This design comes from an exercise in tuning for small area on the open sky130 flow, not from production work. In this exercise RTL edits were held to simulation tests only and were not proved equivalent to the original. Power is estimated from default activity; no workload was simulated.

==> flow/design.v <==
module icsp_phy (
    input  wire        clk,
    input  wire        rst,
    input  wire        start,
    input  wire [2:0]  op,         
    input  wire        int_op,     
    input  wire        sel,        
    input  wire        ld,         
    input  wire [21:0] ld_val,
    output reg         done,       
    output wire [15:0] frame,      
    input  wire        dat_i,
    output wire [1:0]  rst_lvl,
    output reg         pwr,
    output reg         dat_o,
    output reg         dat_oe,
    output reg         clk_o,
    output reg         clk_oe
);
    localparam [2:0] OP_ENTER  = 3'd0,
                     OP_EXIT   = 3'd1,
                     OP_CMD    = 3'd2,
                     OP_SIMPLE = 3'd3,
                     OP_WRITE  = 3'd4,
                     OP_READ   = 3'd5;
    localparam [2:0] P_IDLE  = 3'd0,
                     P_PM    = 3'd1,    
                     P_BIT   = 3'd2,    
                     P_INTER = 3'd3,    
                     P_RDPRE = 3'd4,    
                     P_RDEND = 3'd5;    
    reg [2:0]  pst;
    reg [4:0]  cnt;
    reg [3:0]  bcnt;
    reg [21:0] sh;
    reg        vpp;
    reg        in_data;     
    reg        rx;          
    assign rst_lvl = {vpp, 1'b0};
    assign frame   = sh[15:0];
    wire inter_last = (op == OP_SIMPLE) || in_data || rx;
    wire last_bit = (rx || in_data) ? (bcnt == 4'd15) : (bcnt == 4'd5);
    always @(posedge clk) begin
        if (ld)
            sh <= ld_val;
        else if (pst == P_IDLE && start && int_op)
            sh <= {(sel && op == OP_WRITE) ? 16'h7FFE : 16'h0000, 3'b000,
                   op == OP_SIMPLE || op == OP_READ, op == OP_SIMPLE,
                   op == OP_READ && sel};
        else if (pst == P_BIT && cnt == 5'd3 && rx)
            sh[15:0] <= {dat_i, sh[15:1]};
        else if (pst == P_BIT && cnt == 5'd6 && !rx)
            sh <= sh >> 1;
    end
    always @(posedge clk) begin
        done <= 1'b0;
        if (rst) begin
            pst        <= P_IDLE;
            cnt        <= 5'd0;
            bcnt       <= 4'd0;
            in_data    <= 1'b0;
            rx         <= 1'b0;
            vpp        <= 1'b0;
            pwr        <= 1'b0;
            dat_o      <= 1'b0;
            dat_oe     <= 1'b0;
            clk_o      <= 1'b0;
            clk_oe     <= 1'b0;
        end else begin
            case (pst)
            P_IDLE: begin
                cnt     <= 5'd0;
                bcnt    <= 4'd0;
                in_data <= 1'b0;
                rx      <= 1'b0;
                if (start)
                    pst <= (op == OP_ENTER || op == OP_EXIT) ? P_PM : P_BIT;
            end
            P_PM: begin
                cnt <= cnt + 5'd1;
                case (cnt)
                5'd0: vpp   <= 1'b0;
                5'd1: pwr   <= 1'b0;
                5'd2: dat_o <= 1'b0;
                5'd3: clk_o <= 1'b0;
                default: ;
                endcase
                if (op == OP_ENTER) begin
                    case (cnt)
                    5'd8:  dat_oe <= 1'b1;
                    5'd9:  clk_oe <= 1'b1;
                    5'd10: vpp    <= 1'b1;
                    5'd16: pwr    <= 1'b1;
                    5'd22: begin done <= 1'b1; pst <= P_IDLE; end
                    default: ;
                    endcase
                end else begin
                    case (cnt)
                    5'd4: dat_oe <= 1'b0;
                    5'd5: begin clk_oe <= 1'b0; done <= 1'b1; pst <= P_IDLE; end
                    default: ;
                    endcase
                end
            end
            P_BIT: begin
                cnt <= cnt + 5'd1;
                case (cnt)
                5'd0: clk_o <= 1'b1;
                5'd1: if (!rx) dat_o <= sh[0];
                5'd4: clk_o <= 1'b0;
                5'd6: begin
                    cnt  <= 5'd0;
                    bcnt <= last_bit ? 4'd0 : bcnt + 4'd1;
                    if (last_bit) begin
                        if (rx) begin
                            pst <= P_RDEND;
                        end else if (in_data) begin
                            pst        <= P_INTER;
                        end else begin
                            case (op)
                            OP_CMD: begin
                                done <= 1'b1;
                                pst  <= P_IDLE;
                            end
                            OP_SIMPLE: begin
                                pst        <= P_INTER;
                            end
                            OP_WRITE: begin
                                pst        <= P_INTER;
                            end
                            default: pst <= P_RDPRE;
                            endcase
                        end
                    end
                end
                default: ;
                endcase
            end
            P_INTER: begin
                cnt <= cnt + 5'd1;
                if (cnt == 5'd2) begin
                    cnt <= 5'd0;
                    if (inter_last) begin
                        done <= 1'b1;
                        pst  <= P_IDLE;
                    end else begin
                        if (op == OP_READ) rx <= 1'b1;
                        else                 in_data <= 1'b1;
                        pst <= P_BIT;
                    end
                end
            end
            P_RDPRE: begin
                cnt <= cnt + 5'd1;
                if (cnt == 5'd0)
                    dat_o <= 1'b0;
                else begin
                    dat_oe     <= 1'b0;
                    cnt        <= 5'd0;
                    pst        <= P_INTER;
                end
            end
            P_RDEND: begin
                dat_oe     <= 1'b1;
                pst        <= P_INTER;
            end
            default: pst <= P_IDLE;
            endcase
        end
    end
endmodule
module icsp_core (
    input  wire        clk,
    input  wire        rst,
    input  wire        host_we,
    input  wire [3:0]  host_addr,
    input  wire [31:0] host_wdata,
    output reg  [31:0] host_rdata,
    output wire        busy,
    output wire [1:0]  rst_lvl,
    output wire        pwr,
    output wire        dat_o,
    output wire        dat_oe,
    input  wire        dat_i,
    output wire        clk_o,
    output wire        clk_oe,
    output reg         act,
    output reg  [15:0] reg_idx,
    input  wire        reg_end,
    input  wire [15:0] reg_id,
    input  wire [31:0] reg_prog_size,
    input  wire [31:0] reg_cfg_start,
    input  wire [31:0] reg_cfg_size,
    input  wire [31:0] reg_data_start,
    input  wire [31:0] reg_data_size,
    input  wire [31:0] reg_rsv_words,
    input  wire [15:0] reg_cfg_save,
    input  wire [7:0]  reg_prog_ftype,
    input  wire [7:0]  reg_data_ftype,
    output wire        resp_valid,
    input  wire        resp_ready,
    output wire [31:0] resp_data,
    output wire        resp_last,
    output wire        resp_done
);
    localparam [31:0] DEF_PROG_END   = 32'h0000_07FF;
    localparam [31:0] DEF_CFG_START  = 32'h0000_2000;
    localparam [31:0] DEF_CFG_END    = 32'h0000_2007;
    localparam [31:0] DEF_DATA_START = 32'h0000_2100;
    localparam [31:0] DEF_DATA_END   = 32'h0000_217F;
    localparam [31:0] DEF_RSV_START  = 32'h0000_0800;
    localparam [1:0] M_OFF = 2'd0, M_PROG = 2'd1, M_CFG = 2'd2;
    localparam [2:0] CST_OK = 3'd1, CST_ILLEGAL = 3'd2, CST_IDENT = 3'd3, CST_NOTDET = 3'd4;
    localparam [1:0] DET_IDENT = 2'd1, DET_NOTPRES = 2'd2, DET_UNID = 2'd3;
    localparam [2:0] OP_ENTER = 3'd0, OP_EXIT = 3'd1, OP_CMD = 3'd2,
                     OP_SIMPLE = 3'd3, OP_WRITE = 3'd4, OP_READ = 3'd5;
    localparam [4:0]
        S_IDLE       = 5'd0,
        S_DECODE     = 5'd1,
        S_END        = 5'd2,
        S_RAW_W      = 5'd3,
        S_PM_W       = 5'd4,
        S_SP_START   = 5'd5,
        S_SP_EXIT_W  = 5'd6,
        S_SP_ENTER   = 5'd7,
        S_SP_ENTER_W = 5'd8,
        S_SP_LOAD    = 5'd9,
        S_SP_LOAD_W  = 5'd10,
        S_SP_ADV     = 5'd11,
        S_SP_INC_W   = 5'd12,
        S_SP_READ_W  = 5'd13,
        S_RW_DONE    = 5'd14,
        S_RR_CHECK   = 5'd15,
        S_RR_BEAT    = 5'd16,
        S_RR_ACT     = 5'd17,
        S_RR_DONE    = 5'd18,
        S_DT_EXIT_W  = 5'd19,
        S_DT_CFG     = 5'd20,
        S_DT_STORE   = 5'd21,
        S_DT_EVAL    = 5'd22,
        S_DT_SCAN    = 5'd23,
        S_DT_SCAN_ST = 5'd24,
        S_DT_NP_W    = 5'd25,
        S_LK         = 5'd26,
        S_DT_FIN     = 5'd27,
        S_DT_FIN_W   = 5'd28,
        S_RR_BEAT_V  = 5'd29,       
        S_RR_DONE_V  = 5'd30;       
    reg [1:0]  mode;
    reg [31:0] pc;
    reg [31:0] arg0, arg1;
    reg [15:0] result;
    reg [2:0]  cst;
    reg [1:0]  det;
    reg        dev_valid;       
    reg [31:0] map_prog_end, map_cfg_start, map_cfg_end;    
    reg [31:0] map_data_start, map_data_end, map_rsv_start;
    reg [15:0] map_cfg_save;
    reg [7:0]  map_prog_ftype, map_data_ftype;
    reg [4:0]  state;
    reg [3:0]  op;              
    reg        rsvd_nz;         
    reg        scan;            
    reg [31:0] rr_addr;
    wire       w_nz  = rr_addr[10];
    wire       amb   = rr_addr[9];
    wire [8:0] devid = rr_addr[8:0];
    reg [7:0]  rr_n;            
    wire [4:0] k = rr_n[4:0];
    wire       phy_start;       
    reg [2:0]  phy_op;          
    wire       phy_done;
    wire [15:0] phy_frame;
    wire       phy_int;         
    wire       phy_sel;         
    icsp_phy u_phy (
        .clk     (clk),
        .rst     (rst),
        .start   (phy_start),
        .op      (phy_op),
        .int_op  (phy_int),
        .sel     (phy_sel),
        .ld      (state == S_IDLE && host_we && host_addr == 4'h0),
        .ld_val  ({host_wdata[31:16], host_wdata[9:4]}),
        .done    (phy_done),
        .frame   (phy_frame),
        .dat_i   (dat_i),
        .rst_lvl (rst_lvl),
        .pwr     (pwr),
        .dat_o   (dat_o),
        .dat_oe  (dat_oe),
        .clk_o   (clk_o),
        .clk_oe  (clk_oe)
    );
    assign busy = (state != S_IDLE);
    wire is_er = (op == 4'h8);
    wire is_rw = (op == 4'h9);
    wire is_dt = (op == 4'hA);
    wire is_rr = (op == 4'hB);
    function [32:0] sub32;
        input [31:0] a;
        input [31:0] b;
        input        bi;
        integer i;
        reg br;
        begin
            br = bi;
            for (i = 0; i < 32; i = i + 1) begin
                sub32[i] = a[i] ^ b[i] ^ br;
                br = (~a[i] & b[i]) | (~(a[i] ^ b[i]) & br);
            end
            sub32[32] = br;
        end
    endfunction
    function lt32;
        input [31:0] a;
        input [31:0] b;
        integer i;
        reg br;
        begin
            br = 1'b0;
            for (i = 0; i < 32; i = i + 1)
                br = (a[i] != b[i]) ? b[i] : br;
            lt32 = br;
        end
    endfunction
    function [31:0] inc32;
        input [31:0] a;
        integer i;
        reg c;
        begin
            c = 1'b1;
            for (i = 0; i < 32; i = i + 1) begin
                inc32[i] = a[i] ^ c;
                c = a[i] & c;
            end
        end
    endfunction
    wire [31:0] cls_addr = rr_addr;
    wire        sub_bi   = is_dt && (k[2:0] != 3'd5);
    wire        sub_bz   = is_dt && (k[2:0] == 3'd1 || k[2:0] == 3'd3 || k[2:0] == 3'd4);
    wire [32:0] d_sub = sub32(cls_addr, map_data_start & {32{!sub_bz}}, sub_bi);
    wire [32:0] c_sub = sub32(cls_addr, map_cfg_start, sub_bi);
    wire [31:0] d_off = d_sub[31:0];
    wire [31:0] c_off = c_sub[31:0];
    wire in_data = !d_sub[32] && !lt32(map_data_end, cls_addr);
    wire in_cfg  = !c_sub[32] && !lt32(map_cfg_end, cls_addr);
    wire [2:0] cfg_off = {k[2], k[2] | k[1], k[0]};    
    reg  dom_data, dom_cfg;
    wire dom_sample = (state == S_DECODE) || (state == S_RR_CHECK) ||
                      (state == S_DT_CFG) || (state == S_DT_SCAN);
    always @(posedge clk)
        if (dom_sample) begin
            dom_data <= !is_dt && in_data;
            dom_cfg  <= is_dt ? !scan : (!in_data && in_cfg);
        end
    reg [31:0] sp_off;
    always @(*) begin
        if (is_dt)
            sp_off = scan ? {27'd0, k} : {29'd0, cfg_off};
        else if (dom_data)
            sp_off = d_off;
        else if (dom_cfg)
            sp_off = c_off;
        else
            sp_off = cls_addr;
    end
    wire pc_lt_off = lt32(pc, sp_off);
    wire off_lt_pc = lt32(sp_off, pc);
    wire [15:0] rd_val = {2'b00, phy_frame[14:9] & {6{!dom_data}}, phy_frame[8:1]};
    wire rr_at_end = (rr_addr == arg1);
    assign resp_valid = (state == S_RR_BEAT_V) || (state == S_RR_DONE_V);
    assign resp_done  = (state == S_RR_DONE_V);
    assign resp_data = {16'd0, rd_val & {16{!resp_done}}};
    assign resp_last = !resp_done && ((rr_n == 8'hFF) || rr_at_end);
    wire reg_match = (reg_id[13:5] == devid);
    always @(*) begin
        case (host_addr)
        4'h0: host_rdata = 32'd0;
        4'h1: host_rdata = arg0;
        4'h2: host_rdata = arg1;
        4'h3: host_rdata = {23'd0, act, mode, det, cst, busy};
        4'h4: host_rdata = {16'd0, result};
        4'h5: host_rdata = pc;
        4'h6: host_rdata = {dev_valid, 15'd0, reg_idx & {16{dev_valid}}};
        4'h7: host_rdata = map_prog_end;
        4'h8: host_rdata = map_cfg_start;
        4'h9: host_rdata = map_cfg_end;
        4'hA: host_rdata = map_data_start;
        4'hB: host_rdata = map_data_end;
        4'hC: host_rdata = map_rsv_start;
        4'hD: host_rdata = map_prog_end;
        4'hE: host_rdata = {16'd0, map_cfg_save};
        default: host_rdata = {16'd0, map_data_ftype, map_prog_ftype};
        endcase
    end
    task set_default_map;
        begin
            map_prog_end   <= DEF_PROG_END;
            map_cfg_start  <= DEF_CFG_START;
            map_cfg_end    <= DEF_CFG_END;
            map_data_start <= DEF_DATA_START;
            map_data_end   <= DEF_DATA_END;
            map_rsv_start  <= DEF_RSV_START;
            map_cfg_save   <= 16'd0;
            map_prog_ftype <= 8'd0;
            map_data_ftype <= 8'd0;
        end
    endtask
    always @(*) begin
        case (state)
        S_RAW_W:      phy_op = op[2:0] + 3'd1;      
        S_PM_W:       phy_op = (op == 4'h5) ? OP_ENTER : OP_EXIT;
        S_SP_ENTER_W: phy_op = OP_ENTER;
        S_SP_LOAD_W:  phy_op = OP_WRITE;
        S_SP_INC_W:   phy_op = OP_SIMPLE;
        S_SP_READ_W:  phy_op = OP_READ;
        default:      phy_op = OP_EXIT;
        endcase
    end
    assign phy_int = (state == S_SP_LOAD_W) || (state == S_SP_INC_W) || (state == S_SP_READ_W);
    wire in_wait = (state == S_RAW_W)      || (state == S_PM_W)      ||
                   (state == S_SP_EXIT_W)  || (state == S_SP_ENTER_W) ||
                   (state == S_SP_LOAD_W)  || (state == S_SP_INC_W)  ||
                   (state == S_SP_READ_W)  || (state == S_DT_EXIT_W) ||
                   (state == S_DT_NP_W)    || (state == S_DT_FIN_W);
    assign phy_start = in_wait && !phy_done;
    wire sp_load = is_er || dom_cfg;
    assign phy_sel = (state == S_SP_LOAD_W) ? is_er : dom_data;
    task lk_step;
        begin
            case (k[2:0])
            3'd0: begin      
                rr_addr        <= c_sub[31:0];
                map_cfg_start  <= reg_cfg_start;
            end
            3'd1: begin
                map_cfg_end    <= d_sub[31:0];
                rr_addr        <= reg_data_size;
            end
            3'd2: begin      
                rr_addr        <= d_sub[31:0];
                map_data_start <= reg_rsv_words;
            end
            3'd3: begin
                map_data_end   <= d_sub[31:0];
                rr_addr        <= reg_prog_size;
            end
            3'd4: map_prog_end <= d_sub[31:0];
            3'd5: begin
                map_rsv_start  <= d_sub[31:0];
                map_data_start <= reg_data_start;
            end
            default: ;
            endcase
            if (k[2:0] != 3'd6)
                rr_n <= rr_n + 8'd1;
        end
    endtask
    wire [4:0] ret_state = is_rw ? S_RW_DONE :
                           is_rr ? S_RR_BEAT :
                           is_dt ? (scan ? S_DT_SCAN_ST : S_DT_STORE) : S_END;
    wire sp_read = is_rw | is_rr | is_dt;
    always @(posedge clk) begin
        if (rst) begin
            state      <= S_IDLE;
            mode       <= M_OFF;
            pc         <= 32'd0;
            arg0       <= 32'd0;
            arg1       <= 32'd0;
            result     <= 16'd0;
            cst        <= 3'd0;
            det        <= 2'd0;
            dev_valid  <= 1'b0;
            act        <= 1'b0;
            reg_idx    <= 16'd0;
            op         <= 4'd0;
            set_default_map;
        end else begin
            case (state)
            S_IDLE: begin
                if (host_we) begin
                    case (host_addr)
                    4'h0: begin
                        rr_addr    <= arg0;
                        op         <= host_wdata[3:0];
                        rsvd_nz    <= (host_wdata[15:10] != 6'd0);
                        state      <= S_DECODE;
                    end
                    4'h1: arg0 <= host_wdata;
                    4'h2: arg1 <= host_wdata;
                    default: ;
                    endcase
                end
            end
            S_DECODE: begin
                cst <= CST_OK;
                if (rsvd_nz) begin
                    cst   <= CST_ILLEGAL;
                    state <= S_END;
                end else begin
                    case (op)
                    4'h1, 4'h2, 4'h3, 4'h4: begin
                        if (mode == M_OFF) begin
                            cst   <= CST_ILLEGAL;
                            state <= S_END;
                        end else begin
                            state <= S_RAW_W;
                        end
                    end
                    4'h5: begin
                        if (mode == M_OFF) begin
                            state <= S_PM_W;
                        end else
                            state <= S_END;
                    end
                    4'h6: begin
                        if (mode != M_OFF) begin
                            state <= S_PM_W;
                        end else
                            state <= S_END;
                    end
                    4'h7, 4'h9: state <= S_SP_START;
                    4'h8: begin
                        if (mode != M_OFF) begin
                            state <= S_SP_EXIT_W;
                        end else
                            state <= S_SP_ENTER;
                    end
                    4'hA: begin
                        rr_n <= 8'd0;
                        scan <= 1'b0;
                        if (mode != M_OFF) begin
                            state <= S_DT_EXIT_W;
                        end else
                            state <= S_DT_CFG;
                    end
                    4'hB: begin
                        rr_n    <= 8'd0;
                        state   <= S_RR_CHECK;
                    end
                    default: begin
                        cst   <= CST_ILLEGAL;
                        state <= S_END;
                    end
                    endcase
                end
            end
            S_END: state <= S_IDLE;
            S_RAW_W: begin
                if (phy_done) begin
                    if (op == 4'h4)
                        result <= phy_frame;
                    state <= S_END;
                end
            end
            S_PM_W: begin
                if (phy_done) begin
                    mode  <= (op == 4'h5) ? M_PROG : M_OFF;
                    pc    <= 32'd0;
                    state <= S_END;
                end
            end
            S_SP_START: begin
                if (dom_cfg) begin
                    if (mode == M_OFF) begin
                        state   <= S_SP_ENTER;
                    end else if (mode == M_PROG) begin
                        state <= S_SP_LOAD;
                    end else if (off_lt_pc) begin
                        state <= S_SP_EXIT_W;
                    end else
                        state <= S_SP_ADV;
                end else begin
                    if (mode == M_OFF)
                        state <= S_SP_ENTER;
                    else if (mode != M_PROG || off_lt_pc) begin
                        state <= S_SP_EXIT_W;
                    end else
                        state <= S_SP_ADV;
                end
            end
            S_SP_EXIT_W: begin
                if (phy_done) begin
                    mode  <= M_OFF;
                    pc    <= 32'd0;
                    state <= S_SP_ENTER;
                end
            end
            S_SP_ENTER: begin
                state <= S_SP_ENTER_W;
            end
            S_SP_ENTER_W: begin
                if (phy_done) begin
                    mode  <= M_PROG;
                    pc    <= 32'd0;
                    state <= sp_load ? S_SP_LOAD : S_SP_ADV;
                end
            end
            S_SP_LOAD: begin
                state <= S_SP_LOAD_W;
            end
            S_SP_LOAD_W: begin
                if (phy_done) begin
                    mode  <= M_CFG;
                    pc    <= 32'd0;
                    state <= is_er ? S_END : S_SP_ADV;
                end
            end
            S_SP_ADV: begin
                if (pc_lt_off) begin
                    state <= S_SP_INC_W;
                end else if (sp_read) begin
                    state <= S_SP_READ_W;
                end else
                    state <= ret_state;
            end
            S_SP_INC_W: begin
                if (phy_done) begin
                    pc    <= inc32(pc);
                    state <= S_SP_ADV;
                end
            end
            S_SP_READ_W: begin
                if (phy_done)
                    state <= ret_state;
            end
            S_RW_DONE: begin
                result <= rd_val;
                state  <= S_END;
            end
            S_RR_CHECK: begin
                if (lt32(arg1, rr_addr))
                    state <= S_RR_DONE;
                else
                    state <= S_SP_START;
            end
            S_RR_BEAT: state <= S_RR_BEAT_V;
            S_RR_BEAT_V: begin
                if (resp_ready) begin
                    rr_n  <= rr_n + 8'd1;
                    state <= S_RR_ACT;
                end
            end
            S_RR_ACT: begin
                if (rr_n[4:0] == 5'd0)
                    act <= ~act;
                if (rr_at_end)
                    state <= S_RR_DONE;
                else begin
                    rr_addr <= inc32(rr_addr);
                    state   <= S_RR_CHECK;
                end
            end
            S_RR_DONE: state <= S_RR_DONE_V;
            S_RR_DONE_V: begin
                if (resp_ready)
                    state <= S_END;
            end
            S_DT_EXIT_W: begin
                if (phy_done) begin
                    mode  <= M_OFF;
                    pc    <= 32'd0;
                    state <= S_DT_CFG;
                end
            end
            S_DT_CFG: state <= S_SP_START;
            S_DT_STORE: begin
                if (k == 5'd4) begin
                    rr_addr[9]   <= (rd_val == 16'h0000) || (rd_val == 16'h3FFF);
                    rr_addr[8:0] <= (rd_val == 16'h3FFF) ? 9'd0 : rd_val[13:5];
                end else
                    rr_addr[10] <= ((k != 5'd0) && w_nz) || (rd_val != 16'd0);
                if (k == 5'd5)
                    state <= S_DT_EVAL;
                else begin
                    rr_n  <= rr_n + 8'd1;
                    state <= S_DT_CFG;
                end
            end
            S_DT_EVAL: begin
                reg_idx <= 16'd0;
                if (amb && !w_nz) begin
                    rr_n  <= 8'd0;
                    scan  <= 1'b1;
                    state <= S_DT_SCAN;
                end else
                    state <= S_LK;
            end
            S_DT_SCAN: state <= S_SP_START;
            S_DT_SCAN_ST: begin
                if (rd_val != 16'd0)
                    state <= S_LK;
                else if (k == 5'd15) begin
                    state <= S_DT_NP_W;
                end else begin
                    rr_n  <= rr_n + 8'd1;
                    state <= S_DT_SCAN;
                end
            end
            S_DT_NP_W: begin
                if (phy_done) begin
                    mode      <= M_OFF;
                    pc        <= 32'd0;
                    set_default_map;
                    dev_valid <= 1'b0;
                    det       <= DET_NOTPRES;
                    cst       <= CST_NOTDET;
                    state     <= S_END;
                end
            end
            S_LK: begin
                if (reg_end) begin
                    set_default_map;
                    dev_valid <= 1'b0;
                    det       <= DET_UNID;
                    cst       <= CST_NOTDET;
                    state     <= S_DT_FIN;
                end else if (reg_match) begin
                    map_cfg_start  <= ~reg_cfg_start;
                    map_data_start <= ~reg_data_start;
                    rr_addr        <= reg_cfg_size;
                    rr_n           <= 8'd0;
                    map_cfg_save   <= reg_cfg_save;
                    map_prog_ftype <= reg_prog_ftype;
                    map_data_ftype <= reg_data_ftype;
                    dev_valid      <= 1'b1;
                    det            <= DET_IDENT;
                    cst            <= CST_IDENT;
                    state          <= S_DT_FIN;
                end else
                    reg_idx <= reg_idx + 16'd1;
            end
            S_DT_FIN: begin
                if (det == DET_IDENT) lk_step;
                if (mode != M_OFF) begin
                    state <= S_DT_FIN_W;
                end else
                    state <= S_END;
            end
            S_DT_FIN_W: begin
                if (det == DET_IDENT) lk_step;
                if (phy_done) begin
                    mode  <= M_OFF;
                    pc    <= 32'd0;
                    state <= S_END;
                end
            end
            default: state <= S_IDLE;
            endcase
        end
    end
endmodule
==> flow/flow/run.sh <==
#!/bin/bash
# Layout flow: the standard flow (standard.sh) with these changes:
# - synthesis: ORFS's final ABC mapping runs from flow/abc_area.script (a
#   delay-bounded, area-recovering mapping) instead of the speed script, and
#   adders are left to ABC instead of being mapped to full/half-adder cells.
#   Registers are mapped before ABC, so they match the standard synthesis.
# - every port still gets its own buffer, but a sky130_fd_sc_hd__buf_1;
# - clock tree: clkbuf_8 buffers on clusters of up to 14 sinks, no dummy loads.
set -euo pipefail
W=$(pwd)
export BUFFER_PORTS_ARGS="-buffer_cell sky130_fd_sc_hd__buf_1"
export CTS_ARGS="-sink_clustering_enable -sink_clustering_size 14 -sink_clustering_max_diameter 60 -repair_clock_nets -dont_use_dummy_load -buf_list {sky130_fd_sc_hd__clkbuf_8}"
bash standard.sh SYNTH_SCRIPT="$W/flow/synth_area.tcl" ADDER_MAP_FILE= > "$W/standard.log" 2>&1
==> flow/flow/abc_area.script <==
strash
dch
map -D 6500
strash
dch
map -D 6500
topo
==> flow/flow/synth_area.tcl <==
# The standard flow's synthesis (synth_recipe.tcl, one folder up) with the final ABC
# mapping run from an area-oriented script instead of ORFS's speed script.
# Registers are mapped before ABC runs, so they are the same as the standard flow's.
set here [file dirname [file normalize [info script]]]
set ::area_abc_script [file join $here abc_area.script]
proc abc {args} {
  set i [lsearch -exact $args -script]
  if { $i >= 0 } {
    lset args [expr { $i + 1 }] $::area_abc_script
  }
  puts "area abc: $args"
  yosys abc {*}$args
}
source [file join [file dirname $here] synth_recipe.tcl]
==> flow/standard.sh <==
#!/bin/bash
# synth_recipe.tcl (not shown) runs the flow's synth.tcl, then flattens the netlist and writes it again
# the make line also repeats each setting of config.mk as NAME=value (left out here)
make -C /OpenROAD-flow-scripts/flow DESIGN_CONFIG=/design/flow/config.mk WORK_HOME=/design/flow/orfs CLKGATE_MAP_FILE= SYNTH_SCRIPT=/design/flow/synth_recipe.tcl "${@:-finish}"
==> flow/config.mk <==
export PLATFORM = sky130hd
export DESIGN_NAME = icsp_core
export DESIGN_NICKNAME = icsp_core
export VERILOG_FILES = /design/flow/design.v
export SDC_FILE = /design/flow/constraint.sdc
export NUM_CORES = 4
export LEC_CHECK = 0
export CAP_MARGIN = 20
export CORE_MARGIN = 2
export CORE_UTILIZATION = 59
export SLEW_MARGIN = 20
==> flow/constraint.sdc <==
create_clock -name core_clock -period 10.0 [get_ports {clk}]
set_input_delay 2.0000 -clock core_clock [delete_from_list [all_inputs] [get_ports {clk}]]
set_output_delay 2.0000 -clock core_clock [all_outputs]
set_load 0.01 [all_outputs]
==> results of run 1 <==
## routing by layer
| metal | vias to the layer above | share of wire [%] | routed length, um | track usage [%] |
|---|---|---|---|---|
| met5 | - | 0 | 0 | 0 |
| met4 | 0 | 7.4 | 9190 | 29.7 |
| met3 | 688 | 17 | 20900 | 16.3 |
| met2 | 2879 | 40 | 49600 | 72.5 |
| met1 | 15000 | 36 | 44600 | 66.9 |
| li1 | 14700 | - | - | - |
## layout make-up
class | instances | area, um^2
Antenna cell | 11 | 27.5
Clock buffer | 43 | 592
Fill cell | 4163 | 14200
Inverter | 445 | 1690
Multi-Input combinational cell | 2932 | 15300
Sequential cell | 457 | 9810
Tap cell | 592 | 741
Timing Repair Buffer | 435 | 1990
## placed cells by master, fill, tap and decap left out, drive strengths merged, types with 13 or more instances in the layout
cell       n
o22ai     88
a221o     15
conb      19
nand4     34
nand2    429
a21oi    407
dfxtp    391
nor2     723
a22oi    128
a221oi    77
clkbuf    44
a211oi    41
clkinv   435
nor4      21
o221ai    35
o2111ai   13
nand3     98
xor2      32
o211ai    32
buf      434
o311ai    16
o21ai    426
nor3     145
edfxtp    66
xnor2     51
a31oi     16
## final timing paths
| kind | startpoint | end | slack (ns) | cells after the start |
|---|---|---|---|---|
| hold / removal | map_rsv_start[12] | map_rsv_start[12] | 0.44 | 2 |
| hold reg to reg | map_rsv_start[12] | map_rsv_start[12] | 0.44 | 2 |
| setup / recovery | rr_n[0] | state[2] | 0.54 | 59 |
| setup reg to reg | rr_n[0] | state[2] | 0.54 | 59 |
## worst reg2reg max path, delay by kind of cell, from the launching register on
family	cells	cell delay (ns)
buffers and inverters	3	0.61
AOI/OAI and AO/OA	21	3.99
DFF	1	0.45
and+or+nand+nor	35	4.28
## kinds of logic (layout without fill, tap and decap cells)
logic type	Yosys count	in the layout	synth area share [%]
AND/OR/NAND/NOR	1475	1475	22.7
AO/OA/AOI/OAI	1351	1351	30.9
buffers and inverters	465	923	6.82
flip-flops	457	457	36.7
XOR/XNOR	83	83	2.72
adder cells (fa/ha/maj)	4	4	0.150
other	1	30	0.0140
## metrics by stage
stage | TNS [ns] | power [mW] | setup slack, ns | hold slack [ns]
floorplan | 0 | 3.20 | 0.515 | 0.417
detailed placement | 0 | 3.80 | 0.543 | 0.432
global placement | 0 | 3.79 | 0.712 | 0.425
CTS | 0 | 4.80 | 0.438 | 0.446
global route | -0.149 | 5.10 | -0.112 | 0.465
finish | 0 | 4.95 | 0.541 | 0.445
## power groups by stage
stage                     sequential, mW  combinational [mW]  clock (mW)
after detailed placement            2.21                1.59           0
final                               2.18                1.71        1.05
after global routing                2.19                1.82        1.09
after floorplan                     2.18                1.03           0
after global placement              2.21                1.58           0
after CTS                           2.17                1.60        1.03
## timing repair
item | 4_1_cts | 5_1_grt
buffers inserted | 0 | 17
resized for setup | 0 | 42
setup endpoints to repair | 0 | 11
==> flow_summary.json, run 1 <==
{
  "status": "timing/DRC/antenna clean",
  "die_w_um": 217,
  "numCtsBuffers": 43,
  "grt_pass1_vias": 29400,
  "yosysTopAreaCell": "dfxtp_1",
  "start_util_pct": 60.1,
  "placed_area_um2": 29300,
  "yosysMostFrequentCell": "nor2_1",
  "synth.top_cell.area_share_pct": 29.3,
  "clock_sinks": 457,
  "fin_crit_sh_pct": 94.6,
  "die_area_um2": 47000,
  "postRouteAntennaNets": 0,
  "slew_headroom_pct": 7.28,
  "p_leak_nw": 10.2,
  "hold_class": "register to register",
  "routedWlPerCell_um": 25.3,
  "core-area_um2": 44400,
  "p_clk_share_pct": 21.2,
  "postLayoutCoreUtil_pct": 68.0,
  "wl_mm": 124,
  "worst_pin_slew_ns": 1.39,
  "grt_overflow_total": 0,
  "design_area_um2": 30200,
  "syn_avg_cell_area_um2": 6.96,
  "cp.required_ns": 10.50,
  "p_int_mw": 2.91,
  "cts_tree": "yes",
  "antenna_found_initial": 3,
  "switching_share_pct": 41.1,
  "cp-start-kind": "register",
  "seq_power_share_pct": 44.1,
  "power_density_nw_per_um2": 164,
  "layout_min_cycle_time_ns": 9.46,
  "grt_usage_pct": 50.7,
  "synth-seq-cells": 457,
  "ios": 374,
  "syn2layout_area_growth_pct": 13.1,
  "p_switching_mw": 2.03,
  "finalSetupViolCount": 0,
  "drive_gt1_share_pct": 5.73,
  "globalplace.congestion": 1.07,
  "hold_viol": 0,
  "slowest_stage": "edfxtp_1",
  "vias": 33200,
  "synth.cell_area_um2": 26700,
  "syn_inst": 3836,
  "cts-root-buf": "clkbuf_8",
  "critPathMaxFanout": 16,
  "worstPathArrival_ns": 9.96,
  "firstDrtPassIters": 7,
  "die_height_um": 217,
  "p_comb_share_pct": 34.6,
  "yosysWarnings": 2,
  "worstSetupPathType": "register to register",
  "rows": 77,
  "ys.flop_type": "dfxtp_1",
  "path_common_cell": "nor2_1",
  "grt_pass1_wl_mm": 180,
  "cts.clk_slew.worst_paths_ns": 0.10,
  "dp_hpwl_mm": 85.7,
  "peakVddDrop_v": 0.000127,
  "clk_latency_ns": 0.71,
  "clock_path_buffers": 3,
  "final_cells": 4915,
  "slowest_delay_ns": 0.45,
  "synth_commonest_cells": "nor2_1, clkinv_1, nand2_1, o21ai_0, a21oi_1",
  "synth_area_leaders": "dfxtp_1, nor2_1, o21ai_0",
  "viasPerCell": 6.75,
  "fin_worst_skew_ns": 0.0880,
  "ys_seq_area_share_pct": 36.7,
  "ys_types": 48,
  "critical_path.top_delay_family": "simple AND/OR/NAND/NOR gates",
  "drc": 0,
  "crit_path_end_kind": "register",
  "async_reset_ff_share_pct": 0,
  "first_iter_violations": 5549,
  "dpl.cell_count": 4843,
  "portBuffers": 347,
  "synth_edf_count": 66,
  "ctsHoldBuffers": 0,
  "fmax_ghz": 0.106,
  "h-tree-depth": 2,
  "fin_nets": 4596,
  "path_buf_inv": 3,
  "drv_cap": 0,
  "slew_viol_final": 0,
  "grt_max_degree": 101
}
==> inputs of run 2 (changes only) <==
--- a/flow/design.v
+++ b/flow/design.v
@@ -260,6 +260,4 @@
     reg [4:0]  state;
     reg [3:0]  op;              
-    reg        rsvd_nz;         
-    reg        scan;            
     reg [31:0] rr_addr;
     wire       w_nz  = rr_addr[10];
@@ -268,4 +266,6 @@
     reg [7:0]  rr_n;            
     wire [4:0] k = rr_n[4:0];
+    wire       scan   = k[4] | k[3];
+    wire [3:0] scan_w = {k[4], k[2:0]};
     wire       phy_start;       
     reg [2:0]  phy_op;          
@@ -358,5 +358,5 @@
     always @(*) begin
         if (is_dt)
-            sp_off = scan ? {27'd0, k} : {29'd0, cfg_off};
+            sp_off = scan ? {28'd0, scan_w} : {29'd0, cfg_off};
         else if (dom_data)
             sp_off = d_off;
@@ -484,6 +484,5 @@
                     4'h0: begin
                         rr_addr    <= arg0;
-                        op         <= host_wdata[3:0];
-                        rsvd_nz    <= (host_wdata[15:10] != 6'd0);
+                        op         <= (host_wdata[15:10] != 6'd0) ? 4'h0 : host_wdata[3:0];
                         state      <= S_DECODE;
                     end
@@ -496,8 +495,5 @@
             S_DECODE: begin
                 cst <= CST_OK;
-                if (rsvd_nz) begin
-                    cst   <= CST_ILLEGAL;
-                    state <= S_END;
-                end else begin
+                begin
                     case (op)
                     4'h1, 4'h2, 4'h3, 4'h4: begin
@@ -530,5 +526,4 @@
                     4'hA: begin
                         rr_n <= 8'd0;
-                        scan <= 1'b0;
                         if (mode != M_OFF) begin
                             state <= S_DT_EXIT_W;
@@ -682,6 +677,5 @@
                 reg_idx <= 16'd0;
                 if (amb && !w_nz) begin
-                    rr_n  <= 8'd0;
-                    scan  <= 1'b1;
+                    rr_n  <= 8'd8;
                     state <= S_DT_SCAN;
                 end else
@@ -692,5 +686,5 @@
                 if (rd_val != 16'd0)
                     state <= S_LK;
-                else if (k == 5'd15) begin
+                else if (k == 5'd23) begin
                     state <= S_DT_NP_W;
                 end else begin
==> flow/flow/abc_area.script (replaced) <==
strash
dch
map -D 6000
strash
dch
map -D 6000
topo
--- a/flow/config.mk
+++ b/flow/config.mk
@@ -8,4 +8,4 @@
 export CAP_MARGIN = 20
 export CORE_MARGIN = 2
-export CORE_UTILIZATION = 59
+export CORE_UTILIZATION = 50
 export SLEW_MARGIN = 20
==> run 2 against run 1 <==
Net effect: via count up 0.25%; flip-flop and latch count down 2; still clean; highest routed layer unchanged; critical path type unchanged; sequential share of layout area down 0.65 points; critical endpoint unchanged; clock power up 8%; sequential power about the same; die area up 19%.
==> flow_summary.json, run 2 <==
{
  "whs_ns": 0.448,
  "ctsHoldBuffers": 0,
  "start_util_pct": 50.3,
  "grt_usage_pct": 47.3,
  "fin_crit_sh_pct": 93.5,
  "grt_max_degree": 85,
  "clk_latency_ns": 0.72,
  "power_density_nw_per_um2": 165,
  "h-tree-depth": 2,
  "fin_nets": 4638,
  "synth-seq-cells": 455,
  "routedWlPerCell_um": 27.1,
  "status": "timing/DRC/antenna clean",
  "rows": 85,
  "yosysMostFrequentCell": "nor2_1",
  "grt_pass1_wl_mm": 196,
  "portBuffers": 347,
  "layout_min_cycle_time_ns": 9.35,
  "yosysTopAreaCell": "dfxtp_1",
  "worst_pin_slew_ns": 1.28,
  "cp-start-kind": "register",
  "syn2layout_area_growth_pct": 13.4,
  "layout_common_cells": "nor2_1, clkinv_1, nand2_1, dfxtp_1, o21ai_0",
  "syn_inst": 3873,
  "worstPathArrival_ns": 9.97,
  "postRouteAntennaNets": 0,
  "path_buf_inv": 2,
  "die_height_um": 236,
  "path_common_cell": "nand2_1",
  "worstSetupPathType": "register to register",
  "num-fill-cells": 5469,
  "yosysWarnings": 2,
  "first_iter_violations": 4728,
  "drv_cap": 0,
  "synth_edf_count": 64,
  "viasPerCell": 6.58,
  "slowest_stage": "edfxtp_1",
  "ys.flop_type": "dfxtp_1",
  "async_reset_ff_share_pct": 0,
  "hold_class": "register to register",
  "fin_ws_ns": 0.649,
  "slowest_delay_ns": 0.42,
  "die_w_um": 236,
  "vias": 33300,
  "slew_viol_final": 0,
  "drive_gt1_share_pct": 5.21,
  "final.setup.tns_ns": 0,
  "cts_tree": "yes",
  "syn_avg_cell_area_um2": 6.97,
  "fmax_ghz": 0.107,
  "peakVddDrop_v": 0.000115,
  "synth.cell_area_um2": 27000,
  "pre_cts_ws_ns": 0.489,
  "grt_overflow_total": 0,
  "ys_seq_area_share_pct": 36.1,
  "final_common_cell": "nor2_1",
  "drc": 0,
  "hold_viol": 0,
  "dp_hpwl_mm": 94.9,
  "ios": 374,
  "power.total_mw": 5.06,
  "finalSetupViolCount": 0,
  "clock_path_buffers": 3,
  "cts.clk_slew.worst_paths_ns": 0.09,
  "rsz0062_at_grt": "false",
  "crit_path_end_kind": "register",
  "synth_commonest_cells": "nor2_1, clkinv_1, nand2_1, o21ai_0, dfxtp_1",
  "critPathMaxFanout": 6,
  "postLayoutCoreUtil_pct": 57.1,
  "numCtsBuffers": 47,
  "synth_area_leaders": "dfxtp_1, nor2_1, o21ai_0",
  "slew_headroom_pct": 14.6,
  "cp.required_ns": 10.61,
  "antenna_found_initial": 8,
  "wl_mm": 137,
  "critical_path.top_delay_family": "compound AO/OA/AOI/OAI gates",
  "globalplace.congestion": 1.07,
  "fin_worst_skew_ns": 0.0646,
  "cts-root-buf": "clkbuf_8",
  "die_area_um2": 55800,
  "firstDrtPassIters": 7,
  "synth.top_cell.area_share_pct": 29.0,
  "core-area_um2": 53600,
  "clock_sinks": 455,
  "grt_pass1_vias": 30100,
  "ys_types": 50,
  "p_leak_nw": 10.5
}
-- run 2: cells by family (layout without fill, tap and decap cells) --
logic type	count (synthesis)	after routing	share of synthesized area (%)
AO/OA/AOI/OAI	1381	1381	31.9
XOR/XNOR	76	76	2.47
buffers and inverters	490	953	7.09
flip-flops	455	455	36.1
other	1	26	0.0139
AND/OR/NAND/NOR	1470	1470	22.4
-- run 2: repair_timing --
action	CTS	global route
endpoints found under the hold margin	0	0
gates resized for setup	0	24
setup endpoints to repair	0	8
buffers inserted	0	8
-- run 2: worst paths after layout --
check        slack [ns]  cells past startpoint               to             from
max                0.65                     54         state[2]          rr_n[0]
min reg2reg        0.45                      2  map_prog_end[2]  map_prog_end[2]
min                0.45                      2  map_prog_end[2]  map_prog_end[2]
max reg2reg        0.65                     54         state[2]          rr_n[0]
-- run 2: layout make-up --
class                           instances  area, um^2  area share, %
Multi-Input combinational cell       2946       15600           50.8
Sequential cell                       455        9750           31.8
Timing Repair Buffer                  436        1990           6.52
Inverter                              470        1770           5.79
Tap cell                              696         871           2.84
Clock buffer                           47         647           2.11
Antenna cell                            7        17.5         0.0572
-- run 2: power breakdown --
part | switching [mW] | total, mW | internal (mW)
Sequential | 0.160 | 2.17 | 2.01
Combinational | 1.26 | 1.76 | 0.508
Clock | 0.710 | 1.13 | 0.418
-- run 2: tightest hold or removal path: cells and delay by family (launching register included) --
kind / cells / cell delay [ns]
and+or+nand+nor: 2 / 0.10
DFF: 1 / 0.31
-- run 2: layer usage --
layer | routed length (um) | vias up | GRT usage [%]
li1 | - | 14900 | -
met1 | 51100 | 15300 | 61.6
met2 | 56000 | 2511 | 68.9
met3 | 19600 | 575 | 13.2
met4 | 10400 | 0 | 29.9
met5 | 0 | - | 0
-- run 2: per-stage QoR --
stage          cell area [um^2]  std cells
3_5_place_dp              29800       4994
2_1_floorplan             27000       3891
6_report                  30600       5057
4_1_cts                   30500       5041
5_1_grt                   30600       5053
3_3_place_gp              29800       4994

-- re-timing with driven ports --
Ports are ideal in the flow. The routed layouts listed here were re-timed in OpenROAD.
Step 1, drivers: a clkbuf_16 drives clk and a buf_2 each remaining input, both assumed.
Step 2, shift: input delay + t, output delay - t, t = (earliest + latest rising clock arrival at the registers) / 2. This alone moves slack from input paths to output paths.
Slacks: ideal / step 1 / step 2; pairs: ideal / step 1.
run	shift t [ns]	slack for setup (ns)	cell pins on the clock port's net
run 1	0.721	0.541 / 0.541 / 0.541	1
run 2	0.755	0.649 / 0.649 / 0.649	1
After both steps every run listed still meets setup and hold.
